This design comes from an exercise in tuning for small area and a short achievable clock period on the open sky130 flow, not from production work. The RTL was checked by simulation tests, not by an equivalence proof against the original design. Power is estimated from default activity; no workload was simulated.

Setup of run A:
==> flow/design.v <==
module adc_scan_engine #(
    parameter [3:0] READALL_SCAN_MODE = 4'd3
) (
    input  wire        clk,
    input  wire        rst,           
    input  wire        req_valid,
    input  wire [15:0] req_word,
    output wire        req_ready,
    output wire        bus_cfg,       
    output wire        xfer_req,
    output wire [15:0] xfer_tx,
    input  wire        xfer_ack,
    input  wire [15:0] xfer_rx,
    input  wire [4:0]  slot_addr,
    output wire [15:0] slot_data,
    output wire [15:0] status,
    output wire [15:0] lastcmd
);
    localparam [2:0] ST_UNINIT  = 3'd0,
                     ST_INIT    = 3'd1,
                     ST_IDLE    = 3'd2,
                     ST_PRIMING = 3'd3,
                     ST_STEADY  = 3'd4;
    localparam [1:0] OP_INIT  = 2'd0,
                     OP_CHAN  = 2'd1,
                     OP_RANGE = 2'd2,
                     OP_ALL   = 2'd3;
    localparam [1:0] W_IN    = 2'd0,    
                     W_B1    = 2'd1,    
                     W_B2    = 2'd2,    
                     W_DEAD  = 2'd3;    
    reg  [2:0]  state;
    reg         t_init;       
    reg         t_sweep;      
    reg  [3:0]  t_chan;       
    reg         adv;          
    reg  [3:0]  x;            
    reg  [1:0]  w;            
    reg  [4:0]  idx;          
    reg  [4:0]  len;
    reg         ok;
    reg  [11:0] rd_q;         
    reg  [11:0] slot [0:30];  
    wire st_init   = (state == ST_INIT);
    wire st_prim   = (state == ST_PRIMING);
    wire st_steady = (state == ST_STEADY);
    wire busy      = state[0] | state[2];
    wire [1:0] req_op   = req_word[15:14];
    wire       req_rsvd = req_word[13];
    wire [4:0] req_n    = req_word[12:8];
    wire [7:0] req_a    = req_word[7:0];
    wire can_start = !req_rsvd &&
                     ((state == ST_IDLE) ||
                      (state == ST_UNINIT && req_op == OP_INIT));
    wire ready_n_rsvd;
    adc_scan_o31ai u_ready0 (
        .a1(state != ST_UNINIT), .a2(req_op[1]), .a3(req_op[0]),
        .b1(state != ST_IDLE),
        .y (ready_n_rsvd)
    );
    adc_scan_nor2b u_ready1 (.a(req_rsvd), .b_n(ready_n_rsvd), .y(req_ready));
    wire accept = req_valid && can_start;
    reg cfg_q;
    always @(posedge clk)
        cfg_q <= !rst && accept && (req_op == OP_INIT);
    assign bus_cfg = cfg_q;
    wire [3:0] a_clamped = req_a[7]           ? 4'd0  :
                           (req_a[6:4] != 0)  ? 4'd15 : req_a[3:0];
    wire [3:0] n_m1       = req_n[3:0] - 4'd1;
    wire [3:0] sweep_chan = (req_n == 5'd0) ? 4'd0  :
                            (req_n > 5'd16) ? 4'd15 : n_m1;
    wire [1:0] a_win = (req_a[7:4] == 4'b0000) ? W_IN :
                       (req_a[7:4] == 4'b1111) ? W_B1 :
                       (req_a[7:4] == 4'b1110) ? W_B2 : W_DEAD;
    wire [15:0] word = {t_init, 2'b00, t_sweep, !t_init, t_chan,
                        t_init, 3'b000, !t_init, !t_init, 1'b0};
    assign xfer_req = busy;
    assign xfer_tx  = word;
    wire [3:0]  rx_tag     = xfer_rx[15:12];
    wire [11:0] rx_payload = xfer_rx[11:0];
    wire        match      = (w == W_IN) && (rx_tag == x);
    wire [11:0] validated  = match ? rx_payload : 12'd0;
    wire xfer_done = busy && xfer_ack;
    wire [4:0] idx_p1    = idx + 5'd1;
    wire       last_slot = (idx_p1 == len);
    wire       last_x    = st_steady ? last_slot : (len == 5'd0);
    wire [3:0] x_p1 = x + 4'd1;
    always @(posedge clk) begin
        if (rst) begin
            state <= ST_UNINIT;
        end else begin
            case (state)
                ST_UNINIT, ST_IDLE: begin
                    if (accept)
                        state <= (req_op == OP_INIT) ? ST_INIT : ST_PRIMING;
                end
                ST_INIT: begin
                    if (xfer_done)
                        state <= ST_IDLE;
                end
                ST_PRIMING: begin
                    if (xfer_done)
                        state <= (len == 5'd0) ? ST_IDLE : ST_STEADY;
                end
                default: begin    
                    if (xfer_done && last_slot)
                        state <= ST_IDLE;
                end
            endcase
        end
    end
    always @(posedge clk) begin
        if (!busy) begin
            if (accept) begin
                t_init  <= (req_op == OP_INIT);
                t_sweep <= (req_op == OP_ALL);
                t_chan  <= (req_op == OP_INIT) ? 4'd0 :
                           (req_op == OP_ALL)  ? sweep_chan : a_clamped;
                adv     <= (req_op == OP_RANGE);
                x       <= (req_op == OP_ALL) ? 4'd15 : (req_a[3:0] - 4'd1);
                w       <= (req_op == OP_ALL) ? W_IN : a_win;
                idx     <= 5'd0;
                if (req_op != OP_INIT)
                    len <= (req_op == OP_CHAN) ? 5'd1 : req_n;
                if (req_op == OP_ALL)
                    ok  <= 1'b1;
            end
        end else if (xfer_done && !st_init) begin
            x <= x_p1;
            if (adv && !last_x)
                t_chan <= x_p1 + 4'd1;
            if (st_steady) begin
                idx <= idx_p1;
                if (t_sweep)
                    ok <= ok & match;
                if (x == 4'd15)
                    w <= {w[1] == w[0], w[1] | !w[0]};
            end
        end
    end
    always @(posedge clk) begin
        if (xfer_done && st_steady)
            slot[idx] <= validated;
    end
    wire [31:0] rd_sel;
    wire [11:0] rd_word;
    genvar p, b, k;
    generate
        for (p = 0; p < 32; p = p + 1) begin : g_sel
            assign rd_sel[p] = (slot_addr == p);
        end
        for (b = 0; b < 12; b = b + 1) begin : g_rd
            wire [10:0] part_n;
            for (k = 0; k < 10; k = k + 1) begin : g_part
                adc_scan_aoi222 u_aoi (
                    .a (slot[3*k][b]),     .sa(rd_sel[3*k]),
                    .b (slot[3*k+1][b]),   .sb(rd_sel[3*k+1]),
                    .c (slot[3*k+2][b]),   .sc(rd_sel[3*k+2]),
                    .y (part_n[k])
                );
            end
            adc_scan_nand2 u_last (.a(slot[30][b]), .b(rd_sel[30]), .y(part_n[10]));
            assign rd_word[b] = ~&part_n;
        end
    endgenerate
    always @(posedge clk)
        rd_q <= rd_word;
    assign slot_data = {4'd0, rd_q};
    assign status    = {6'd0, len, ok, busy, state};
    assign lastcmd   = word;
endmodule
module adc_scan_aoi222 (
    input  wire a,
    input  wire sa,
    input  wire b,
    input  wire sb,
    input  wire c,
    input  wire sc,
    output wire y
);
    assign y = ~((a & sa) | (b & sb) | (c & sc));
endmodule
module adc_scan_nand2 (
    input  wire a,
    input  wire b,
    output wire y
);
    assign y = ~(a & b);
endmodule
module adc_scan_o31ai (
    input  wire a1,
    input  wire a2,
    input  wire a3,
    input  wire b1,
    output wire y
);
    assign y = ~((a1 | a2 | a3) & b1);
endmodule
module adc_scan_nor2b (
    input  wire a,
    input  wire b_n,
    output wire y
);
    assign y = ~(a | ~b_n);
endmodule
clock: 6.0 ns
lec_check: 0
cap_margin: 20
core_margin: 2
core_utilization: 55
setup_slack_margin: 3.2
slew_margin: 20
synth_hierarchical: 1
synth_minimum_keep_size: 0
standard.sh (not shown) runs the stock make flow with config.mk's settings and CLKGATE_MAP_FILE= SYNTH_SCRIPT=/design/flow/synth_recipe.tcl, a recipe that flattens the netlist after the stock synthesis.
==> flow/flow/run.sh <==
#!/bin/bash
# Standard layout (standard.sh) with two changes:
#  - the port buffers are the smallest plain buffer; repair_design and
#    repair_timing resize them where needed;
#  - clock tree synthesis with larger sink clusters, clkbuf_8 buffers and no
#    dummy balancing loads.
set -e -o pipefail
export BUFFER_PORTS_ARGS="-buffer_cell sky130_fd_sc_hd__buf_1"
export CTS_ARGS="-sink_clustering_enable -repair_clock_nets -dont_use_dummy_load -buf_list sky130_fd_sc_hd__clkbuf_8 -sink_clustering_size 16 -sink_clustering_max_diameter 60"
bash standard.sh > standard.log 2>&1
Having completed the whole flow, run A delivered a layout that passed the timing, DRC and antenna checks.
--- input diff run A..run B ---
-- flow/design.v --
<<< run A, line 50
    wire [4:0] req_n    = req_word[12:8];
    wire [7:0] req_a    = req_word[7:0];
    wire can_start = !req_rsvd &&
                     ((state == ST_IDLE) ||
                      (state == ST_UNINIT && req_op == OP_INIT));
    wire ready_n_rsvd;
    adc_scan_o31ai u_ready0 (
        .a1(state != ST_UNINIT), .a2(req_op[1]), .a3(req_op[0]),
        .b1(state != ST_IDLE),
        .y (ready_n_rsvd)
    );
    adc_scan_nor2b u_ready1 (.a(req_rsvd), .b_n(ready_n_rsvd), .y(req_ready));
    wire accept = req_valid && can_start;
    reg cfg_q;
    always @(posedge clk)
        cfg_q <= !rst && accept && (req_op == OP_INIT);
    assign bus_cfg = cfg_q;
    wire [3:0] a_clamped = req_a[7]           ? 4'd0  :
                           (req_a[6:4] != 0)  ? 4'd15 : req_a[3:0];
>>> run B, line 50
    wire [4:0] req_n    = req_word[12:8];
    wire [7:0] req_a    = req_word[7:0];
    assign req_ready = !req_rsvd &&
                       ((state == ST_IDLE) ||
                        (state == ST_UNINIT && req_op == OP_INIT));
    wire accept = req_valid && req_ready;
    assign bus_cfg = accept && (req_op == OP_INIT);
    wire [3:0] a_clamped = req_a[7]           ? 4'd0  :
                           (req_a[6:4] != 0)  ? 4'd15 : req_a[3:0];
<<< run A, line 188
    assign y = ~(a & b);
endmodule
module adc_scan_o31ai (
    input  wire a1,
    input  wire a2,
    input  wire a3,
    input  wire b1,
    output wire y
);
    assign y = ~((a1 | a2 | a3) & b1);
endmodule
module adc_scan_nor2b (
    input  wire a,
    input  wire b_n,
    output wire y
);
    assign y = ~(a | ~b_n);
endmodule
>>> run B, line 178
    assign y = ~(a & b);
endmodule
[summary]
- The run showing the greater routing usage on met3 is run A.
- Compared with run A, run B shows a first-pass GRT wire length that is 13% lower.
- In terms of total global routing overflow, run B and run A differ only marginally.
- Routed length on met3, run B and run A, higher one = run A.
- Diff run A -> run B: combinational-cell power consumption decreased by 9.9% relative to the old numbers, clock insertion delay at the later pin of the skew report decreased by 0.03 ns relative to the old numbers.
- Taking run A as the reference, in run B post-layout minimum cycle time increased 0.21 ns; global-route usage went down; global routing usage on met2 shows a reduction of 8.7 points.
- A capture point of the critical path of bus_cfg is what run B shows, while req_ready belongs to run A.
- Hold slack delta (run B -> run A): insignificant
- As of run B, net switching power of the design had fallen by a few percent compared to run A.
- Re setup slack: run B is 0.21 ns down on run A.

-- separate check: timing with driven ports --
The flow's constraints put no driver on any port. The routed layouts listed below were extracted and timed again, unchanged, in two steps. Step 1 sets driving cells, clkbuf_16 on the clock port and buf_2 on the other inputs (assumed; they add their load-dependent delay and slew). Step 2, shift: input delay + t, output delay - t, t = (earliest + latest rising clock arrival at the registers) / 2. This alone moves slack from input paths to output paths. Slacks: ideal / step 1 / step 2; pairs: ideal / step 1.
run | shift t [ns] | setup slack, ns | worst setup path after step 2 | clock arrival spread, ns | worst data-port slew with drivers (ns)
run A | 0.659 | 2.954 / 2.912 / 2.474 | input to register | 0.040 / 0.041 | 0.04
run B | 0.627 | 2.740 / 2.695 / 2.604 | input to register | 0.034 / 0.034 | 0.09
After both steps setup and hold are still met in every run listed. The setup slack of run A, which loses most, moves by -0.042 ns with the drivers and by -0.480 ns with both steps.
